This design comes from an exercise in tuning for small area on the open sky130 flow, not from production work. The RTL was checked by simulation tests, not by an equivalence proof against the original design. No activity file was given, so power comes from the tool's default toggle rates.

--- config.mk ---
export PLATFORM = sky130hd
export DESIGN_NAME = ps1_core
export DESIGN_NICKNAME = ps1_core
export VERILOG_FILES = /design/flow/design.v
export SDC_FILE = /design/flow/constraint.sdc
export NUM_CORES = 4
export LEC_CHECK = 0
export CAP_MARGIN = 20
export CORE_MARGIN = 2
export CORE_UTILIZATION = 40
export SLEW_MARGIN = 20
--- constraint.sdc ---
create_clock -name core_clock -period 12.0 [get_ports {clk}]
set_input_delay 2.4000 -clock core_clock [delete_from_list [all_inputs] [get_ports {clk}]]
set_output_delay 2.4000 -clock core_clock [all_outputs]
set_load 0.01 [all_outputs]
--- design.v ---
module ps1_sampler (
    input  wire [9:0] sum,
    output wire       ge3,
    output wire       valid
);
    assign ge3   = (sum[9:2] != 8'd0) || (sum[1:0] == 2'd3);
    assign valid = ge3 && (sum != 10'd765);
endmodule
module ps1_weak (
    input  wire       clk,
    input  wire       rst,
    input  wire       wake,
    output wire       adc_start,
    input  wire       adc_busy,
    input  wire [7:0] adc_data,
    output wire       line_drv_low,
    output wire [1:0] status,
    output wire       tx_done_o,
    output wire       sleep
);
    localparam ST_OFF = 2'b00, ST_ACTIVITY = 2'b01, ST_SUCCESS = 2'b10, ST_ERROR = 2'b11;
    localparam SLEEP = 4'd0, LOW = 4'd8;
    reg [3:0] ws;
    reg [4:0] t;
    reg [9:0] acc;
    reg [1:0] stat;
    wire w_line  = ws[3];                   
    wire w_low   = ws[3] && !ws[0];
    wire w_high  = ws[3] && ws[0];
    wire w_sleep = (ws == SLEEP);
    wire w_start = !ws[3] && ws[0] && !(ws[1] && ws[2]);
    wire w_wait  = !ws[3] && !ws[0] && (ws[1] || ws[2]);
    wire w_done  = !ws[3] && ws[0] && ws[1] && ws[2];
    wire t_exp   = (t == 5'd1);
    wire hold    = (stat == ST_ERROR);
    wire acc_ge3, valid;
    wire acc_lt3 = !acc_ge3;
    ps1_sampler u_val (.sum(acc), .ge3(acc_ge3), .valid(valid));
    wire take   = w_wait && !adc_busy;
    wire count  = t_exp && acc_ge3 && (w_low ? hold : stat != ST_SUCCESS) && w_line;
    wire [9:0] addend = take ? {2'b00, adc_data} : count ? {8'hff, hold, 1'b1} : 10'd0;
    wire [9:0] acc_sum = acc + addend;
    wire [4:0] t_step  = {t[3:0], t[4] ^ t[2]};
    reg [3:0] n_ws;
    reg [4:0] n_t;
    reg [9:0] n_acc;
    reg [1:0] n_stat;
    always @(*) begin
        n_ws   = ws;
        n_t    = t_step;
        n_acc  = acc_sum;
        n_stat = stat;
        if (!w_line) begin
            if (ws[0] || (w_sleep ? wake : !adc_busy))
                n_ws = ws + 1'b1;
            if (w_sleep)
                n_acc = 10'd0;
            if (w_done) begin
                if (valid) begin
                    n_t    = 5'd12;   
                    n_stat = ST_ACTIVITY;
                end else begin
                    n_t    = 5'd16;   
                    n_acc  = 10'd551;
                    n_stat = ST_ERROR;
                end
            end
        end else if (w_low) begin
            if (t_exp) begin
                n_t = 5'd16;
                if (!hold)
                    n_ws = ws + 1'b1;   
                else if (acc_lt3)
                    n_ws = SLEEP;
            end
        end else begin   
            if (stat == ST_SUCCESS)
                n_ws = SLEEP;
            else if (t_exp) begin
                n_t = 5'd16;
                if (acc_lt3)
                    n_stat = ST_SUCCESS;
                else
                    n_ws = LOW;
            end
        end
    end
    always @(posedge clk) begin
        if (rst) begin
            ws   <= SLEEP;
            stat <= ST_OFF;
        end else begin
            ws   <= n_ws;
            stat <= n_stat;
        end
        t   <= n_t;
        acc <= n_acc;
    end
    assign adc_start    = w_start;
    assign line_drv_low = w_low;
    assign status       = stat;
    assign tx_done_o    = (stat == ST_SUCCESS);
    assign sleep        = w_sleep;
endmodule
module ps1_master (
    input  wire        clk,
    input  wire        rst,
    input  wire        wake,
    input  wire        line_in,
    output wire        adc_start,
    input  wire        adc_busy,
    input  wire [7:0]  adc_data,
    output wire        charge_en_o,
    output wire        retry_o,
    output wire [1:0]  status,
    output wire [2:0]  dec_state,
    output wire [15:0] edge_count,
    output wire        sleep
);
    localparam ST_OFF = 2'b00, ST_ACTIVITY = 2'b01, ST_SUCCESS = 2'b10, ST_ERROR = 2'b11;
    localparam D_IDLE = 3'd0, D_VERIFY = 3'd1, D_READING = 3'd2, D_TIMEOUT = 3'd3, D_ERROR = 3'd4;
    localparam M_SLEEP = 3'd0, M_DECODE = 3'd4, M_START = 3'd2, M_WAIT = 3'd3, M_DONE = 3'd1;
    localparam [10:0] OVF_INIT = 11'h7ff, OVF_LAST = 11'h22c;
    reg [2:0]  dec_st;
    reg [9:0]  edge_cnt;
    reg [1:0]  idle_cnt;
    reg [10:0] win;
    reg [10:0] ovf_q;
    reg        sync1, sync2, line_p;
    reg        thr_sel;
    reg        charge;
    reg [1:0]  stat_m;
    reg [2:0]  m_st;
    reg  [1:0] smp_z;
    reg        smp_a;
    wire       smp_valid = (smp_z == 2'd3) && !smp_a;
    wire       keep      = (edge_cnt < 10'd232) && !win[10];
    wire d_idle   = (dec_st == D_IDLE);
    wire d_verify = dec_st[0] && !dec_st[1];
    wire d_read   = dec_st[1] && !dec_st[0];
    wire d_tmo    = dec_st[0] && dec_st[1];
    wire d_err    = dec_st[2];
    wire m_sleep  = (m_st == M_SLEEP);
    wire m_decode = m_st[2];
    wire m_done   = m_st[0] && !m_st[1];
    wire st_start = m_st[1] && !m_st[0];
    wire st_wait  = m_st[1] && m_st[0];
    wire take     = st_wait && !adc_busy;
    wire [7:0]  add_lo  = st_start ? ~edge_cnt[7:0] : st_wait ? (adc_data & {8{~adc_busy}}) : 8'hff;
    wire [10:0] win_sum = win + {{3{~st_wait}}, add_lo} + st_start;
    wire [2:0]  z_sum   = {1'b0, smp_z} + {1'b0, adc_data[1:0]};
    reg [2:0]  n_dec_st;
    reg [9:0]  n_edge_cnt;
    reg [1:0]  n_idle_cnt;
    reg [10:0] n_win;
    reg        n_thr_sel, n_charge;
    reg [1:0]  n_stat_m;
    reg [2:0]  n_m_st;
    reg        rst_cmd, line_s, fall, win_exp, ovf, idle_inc, b_idle, b_read;
    always @(*) begin
        n_dec_st   = dec_st;
        n_edge_cnt = edge_cnt;
        n_idle_cnt = idle_cnt;
        n_win      = win_sum;
        n_thr_sel  = thr_sel;
        n_charge   = charge;
        n_stat_m   = stat_m;
        n_m_st     = m_st;
        rst_cmd    = 1'b0;
        idle_inc   = 1'b0;
        if (m_sleep) begin
            if (wake) begin
                n_m_st   = M_DECODE;
                n_stat_m = ST_ACTIVITY;
                rst_cmd  = 1'b1;
            end
        end else if (m_decode) begin
                if (d_err) begin
                    n_charge = 1'b0;
                    n_stat_m = ST_ERROR;
                    n_m_st   = M_SLEEP;
                end else if (d_tmo) begin
                    n_m_st     = M_START;
                    n_win      = thr_sel ? 11'd18 : 11'd9;
                    n_idle_cnt = 2'd0;
                end
        end else if (st_start) begin
            n_m_st = M_WAIT;
        end else if (st_wait) begin
            if (!adc_busy) begin
                if (idle_cnt[1])
                    n_m_st = M_DONE;
                else begin
                    n_m_st   = M_START;
                    idle_inc = 1'b1;
                end
            end
        end else begin   
                if (!smp_valid) begin
                    n_charge = 1'b0;
                    n_stat_m = ST_ERROR;
                    n_m_st   = M_SLEEP;
                end else if (keep) begin
                    n_charge  = 1'b1;
                    n_thr_sel = 1'b1;
                    n_stat_m  = ST_ACTIVITY;
                    n_m_st    = M_DECODE;
                    rst_cmd   = 1'b1;
                end else begin
                    n_charge  = 1'b0;
                    n_thr_sel = 1'b0;
                    n_stat_m  = ST_SUCCESS;
                    n_m_st    = M_SLEEP;
                end
        end
        line_s  = sync2;
        fall    = line_p && !line_s;
        win_exp = (dec_st[0] ^ dec_st[1]) && (win == 11'd1);
        ovf     = (ovf_q == OVF_LAST);
        if (rst_cmd) begin
            n_dec_st   = D_IDLE;
            n_edge_cnt = 10'd0;
            n_idle_cnt = 2'd0;
        end
        b_idle = rst_cmd || d_idle;
        b_read = !rst_cmd && d_read;
        if (fall && b_idle) begin
            if (win_exp) begin
                n_edge_cnt = 10'd0;
                n_win      = 11'd1048;
                n_dec_st   = D_READING;
            end else begin
                n_win    = 11'd8;
                n_dec_st = D_VERIFY;
            end
        end else if (b_read) begin
            if (fall)
                n_edge_cnt = edge_cnt + 1'b1;
            if (win_exp)
                n_dec_st = line_s ? D_TIMEOUT : D_ERROR;
        end else if (!rst_cmd && d_verify && win_exp) begin
            if (line_s)
                n_dec_st = D_IDLE;
            else begin
                n_edge_cnt = 10'd0;
                n_win      = 11'd1048;
                n_dec_st   = D_READING;
            end
        end
        if (ovf && (b_idle ? !fall : (!rst_cmd && d_verify && win_exp && line_s))) begin
            idle_inc = 1'b1;
            if (idle_cnt[1] && !rst_cmd)
                n_dec_st = D_ERROR;
        end
        if (idle_inc)
            n_idle_cnt = n_idle_cnt + 1'b1;
    end
    always @(posedge clk) begin
        if (rst) begin
            dec_st   <= D_IDLE;
            edge_cnt <= 10'd0;
            idle_cnt <= 2'd0;
            ovf_q    <= OVF_INIT;
            sync1    <= 1'b1;
            sync2    <= 1'b1;
            line_p   <= 1'b1;
            thr_sel  <= 1'b0;
            charge   <= 1'b0;
            stat_m   <= ST_OFF;
            m_st     <= M_SLEEP;
        end else begin
            dec_st   <= n_dec_st;
            edge_cnt <= n_edge_cnt;
            idle_cnt <= n_idle_cnt;
            ovf_q    <= ovf ? OVF_INIT : {ovf_q[9:0], ovf_q[10] ^ ovf_q[8]};
            sync1    <= line_in;
            sync2    <= sync1;
            line_p   <= line_s;
            thr_sel  <= n_thr_sel;
            charge   <= n_charge;
            stat_m   <= n_stat_m;
            m_st     <= n_m_st;
        end
        win <= n_win;
        if (m_st == M_DECODE) begin
            smp_z <= 2'd0;
            smp_a <= 1'b1;
        end else if (take) begin
            smp_z <= (adc_data[7:2] != 6'd0 || z_sum[2]) ? 2'd3 : z_sum[1:0];
            smp_a <= smp_a && (adc_data == 8'hff);
        end
    end
    assign adc_start   = st_start;
    assign charge_en_o = charge;
    assign retry_o     = charge;
    assign status      = stat_m;
    assign dec_state   = dec_st;
    assign edge_count  = {6'd0, edge_cnt};
    assign sleep       = m_sleep;
endmodule
module ps1_core (
    input  wire        clk,
    input  wire        rst,
    input  wire        wake_w,
    output wire        adc_start_w,
    input  wire        adc_busy_w,
    input  wire [7:0]  adc_data_w,
    output wire        line_drv_low,
    output wire [1:0]  status_w,
    output wire        tx_done_w,
    output wire        sleep_w,
    input  wire        wake_m,
    input  wire        line_in,
    output wire        adc_start_m,
    input  wire        adc_busy_m,
    input  wire [7:0]  adc_data_m,
    output wire        charge_en,
    output wire        retry_m,
    output wire [1:0]  status_m,
    output wire [2:0]  dec_state,
    output wire [15:0] edge_count,
    output wire        sleep_m
);
    ps1_weak u_weak (
        .clk(clk), .rst(rst), .wake(wake_w),
        .adc_start(adc_start_w), .adc_busy(adc_busy_w), .adc_data(adc_data_w),
        .line_drv_low(line_drv_low), .status(status_w), .tx_done_o(tx_done_w),
        .sleep(sleep_w)
    );
    ps1_master u_master (
        .clk(clk), .rst(rst), .wake(wake_m), .line_in(line_in),
        .adc_start(adc_start_m), .adc_busy(adc_busy_m), .adc_data(adc_data_m),
        .charge_en_o(charge_en), .retry_o(retry_m), .status(status_m),
        .dec_state(dec_state), .edge_count(edge_count), .sleep(sleep_m)
    );
endmodule
--- run.sh ---
#!/bin/bash
# synth_recipe.tcl (not shown) runs the flow's synth.tcl, then flattens the netlist and writes it again
# the make line also repeats each setting of config.mk as NAME=value (left out here)
make -C /OpenROAD-flow-scripts/flow DESIGN_CONFIG=/design/flow/config.mk WORK_HOME=/design/flow/orfs CLKGATE_MAP_FILE= SYNTH_SCRIPT=/design/flow/synth_recipe.tcl finish
==> summary.txt <==
Clk network pwr share=0.255; Root Buffer=clkbuf_8; crit-path cells=clkdlybuf4s50_1 > nor4_2 > a32o_2 > ha_1 > a211oi_1 > o21ai_0 > a2111oi_0 > nor2_1 > xnor2_1 > o21ai_1; WP data required=12.24 ns; Pre-antenna DRT Iters=7; Hold Crit Class=flip-flop to flip-flop; Die Y-Extent=108.8 um; Tmin final=5.067 ns; CP Max Fanout=8; Async SR Flop Fraction=0; slew of the pin with the lowest slew margin=0.8059 ns; # nets final=625; post-synth top area cell=dfxtp_1; switching share of power=0.3455; total die area=11830 um2; Die X=108.8 um; Power Internal=0.0005040 W; Synth Warn #=2; number of buffers created by CTS=9; hold buffers post-CTS=0; max_slew headroom=0.4583; crit end category=flip-flop; pwr dens=150.7 nW/um2; IO buf count=47; setup_tns=0 ns; Pwr Total=0.0007701 W; critical path type=input port to flip-flop; Skew-Pair Late Insertion Delay=0.36 ns; cell area after synthesis=4390 um2; Cell Rows=38; main flop type after synthesis=dfxtp_1; post-synth top area share=0.3237; area delta synth->final=16.41%; Synth Instances=537; flops & latches, synth=71; status=no timing/DRC/antenna violations; io pins=54; Flop pwr share=0.400; Final Instance Area=5111 um2; commonest cells after routing, fill and taps aside=dfxtp_1 (71), nand2_1 (62), clkdlybuf4s50_1 (47), a21oi_1 (42), nor2_1 (41); vias in the first global route=3731; number of max-cap violations=0; clock-pin slew on the worst setup and hold paths=0.08 ns; final core utilization=0.4736; post-synth cell types=72; post-DP HPWL=8.072 mm; endpoints failing setup=0; share of layout cells above drive strength 1=0.08507; Leakage=1.958 nW; most common cell after layout, fill and taps aside=dfxtp_1; slowest stage delay, CP=0.70 ns; startpoint types=input port; Gate power share=0.345; filler cell count=1074; placed cell areas=4907 um2; Residual DRC=0; Routed Antenna Nets=0; unrepaired setup endpoints after global routing=no; period utilization=0.4222; final setup skew=0.01423 ns; Worst EP arrival=5.31 ns; Worst IR Drop VDD=0.0001258 V; f_max=197.4 MHz; Core Area=10790 um2; pin count of the biggest net entering global routing=32; net switching power=0.0002661 W; CP max stage cell=nor4_2; cts repair resizes=0; Post-synth EDFFs=0; register area share after synthesis=0.3237; vias per cell=5.602; TritonCTS clock tree=built; post-CTS setup buffer count=0; first-pass GRT wire length=18.01 mm; DRT iter0 DRCs=185; syn avg cell area=8.176 um2; top post-synthesis cells by area=dfxtp_1 (32%), ha_1 (7.4%), nand2_1 (5.3%), a21oi_1 (4.8%), nor2_1 (3.5%); Initial Util=0.4068; global-route usage over all layers=0.1938; Fin. Hold Viols=0; Antenna Cells=0; clock buffer depth=2; Final Wtd Congestion=0.8786; CTS Sinks=71; htree depth=3; initial antenna violation count=0; max-slew violation count=0; wire per inst=15.16 um; Routed WL=10.86 mm; routed vias=4011; total gr overflow=0
## sequential cells by signal, indices dropped and copies added, names as in the netlist, 3 cells and up
signal             flops
u_weak.acc            10
u_master.win          11
u_master.m_st          3
u_master.dec_st        3
u_weak.t               5
u_weak.ws              4
u_master.edge_cnt     10
u_master.ovf_q        11
## critical path: cells and delay by family
| kind | cells | cell delay, ns |
|---|---|---|
| compound gates | 5 | 1.21 |
| xor+xnor | 1 | 0.17 |
| fa+ha+maj | 1 | 0.25 |
| buf+inv | 1 | 0.46 |
| simple gates | 2 | 0.81 |
## synthesized netlist by cell type (5+ instances only)
cell	n
a211oi_1	5
a21o_1	6
a21o_2	8
a21oi_1	42
a31oi_1	11
buf_4	11
clkbuf_1	13
dfxtp_1	71
ha_1	26
inv_1	17
nand2_1	62
nand2b_1	9
nand3_1	13
nand4_1	5
nor2_1	41
nor2b_1	9
nor3_1	21
nor4_1	8
o211ai_1	13
o21a_1	8
o21ai_0	22
or2_2	8
or3_1	12
xnor2_1	14
xor2_1	7
## path summary, 6_finish.rpt
kind	from	endpoint	slack, ns	cells past startpoint
worst max-delay path	adc_busy_w	u_weak.acc[9]	6.93	10
worst min-delay path	u_master.sync1	u_master.sync2	0.43	1
worst max register to register	u_weak.ws[3]	u_weak.acc[9]	8.49	10
worst min register to register	u_master.sync1	u_master.sync2	0.43	1
## per-stage QoR
step | cells | hold slack (ns) | setup slack (ns)
5_1_grt | 716 | 0.4360 | 6.582
2_1_floorplan | 542 | 0.3895 | 7.240
4_1_cts | 716 | 0.4323 | 6.575
3_5_place_dp | 701 | 0.3955 | 6.190
6_report | 716 | 0.4336 | 6.933
3_3_place_gp | 701 | 0.4050 | 6.369
## kinds of logic (layout without fill, tap and decap cells)
kind of cell / count (synthesis) / in the layout / synth area share
flip-flops: 71 / 71 / 0.3237
multiplexers: 1 / 1 / 0.002565
buffers and inverters: 47 / 81 / 0.05073
AND/OR/NAND/NOR: 219 / 219 / 0.2645
adder cells (fa/ha/maj): 30 / 30 / 0.09233
XOR/XNOR: 22 / 22 / 0.04560
other: 1 / 6 / 0.0008541
AO/OA/AOI/OAI: 146 / 146 / 0.2197
## cell type report
type	instances	area (um2)	share of cell area
repair buffers	48	478.0	0.09351
clock buffers	12	155.1	0.03036
well taps	140	175.2	0.03427
flip-flops and latches	71	1421	0.2781
multi-input cells	424	2771	0.5422
inverters	18	67.56	0.01322
clock inverters	3	42.54	0.008323
## power by group through the flow
stage	clock (W)	sequential [W]	combinational [W]
after global placement	0	0.000312	0.000259
after detailed placement	0	0.000312	0.000263
final	0.000197	0.000308	0.000266
after global routing	0.000213	0.000312	0.000300
after floorplan	0	0.000299	0.000210
after CTS	0.000204	0.000307	0.000265
## metal layers
metal / vias up / wire length [um] / global-route usage
met5: - / 0 / 0
met4: 0 / 92 / 0.06319
met3: 8 / 421 / 0.04603
met2: 101 / 5201 / 0.3174
met1: 1903 / 5141 / 0.2513
li1: 1999 / - / -

-- what the ideal ports hide --
In the flow no input, the clock included, has a driving cell. The finished layout below was timed again as built, in two steps.
Step 1: set_driving_cell puts a clkbuf_16 on clk and a buf_2 on each other input, an assumption about the parent block.
Step 2, shift: input delay + t, output delay - t, t = (earliest + latest rising clock arrival at the registers) / 2. This alone moves slack from input paths to output paths.
Slacks: ideal / step 1 / step 2; pairs: ideal / step 1.
shift t [ns]: 0.390
setup slack, ns: 6.933 / 6.943 / 6.553
worst setup path after step 2: input to register
After both steps setup and hold are still met in this run. The setup slack of this run moves by +0.010 ns with the drivers and by -0.380 ns with both steps.
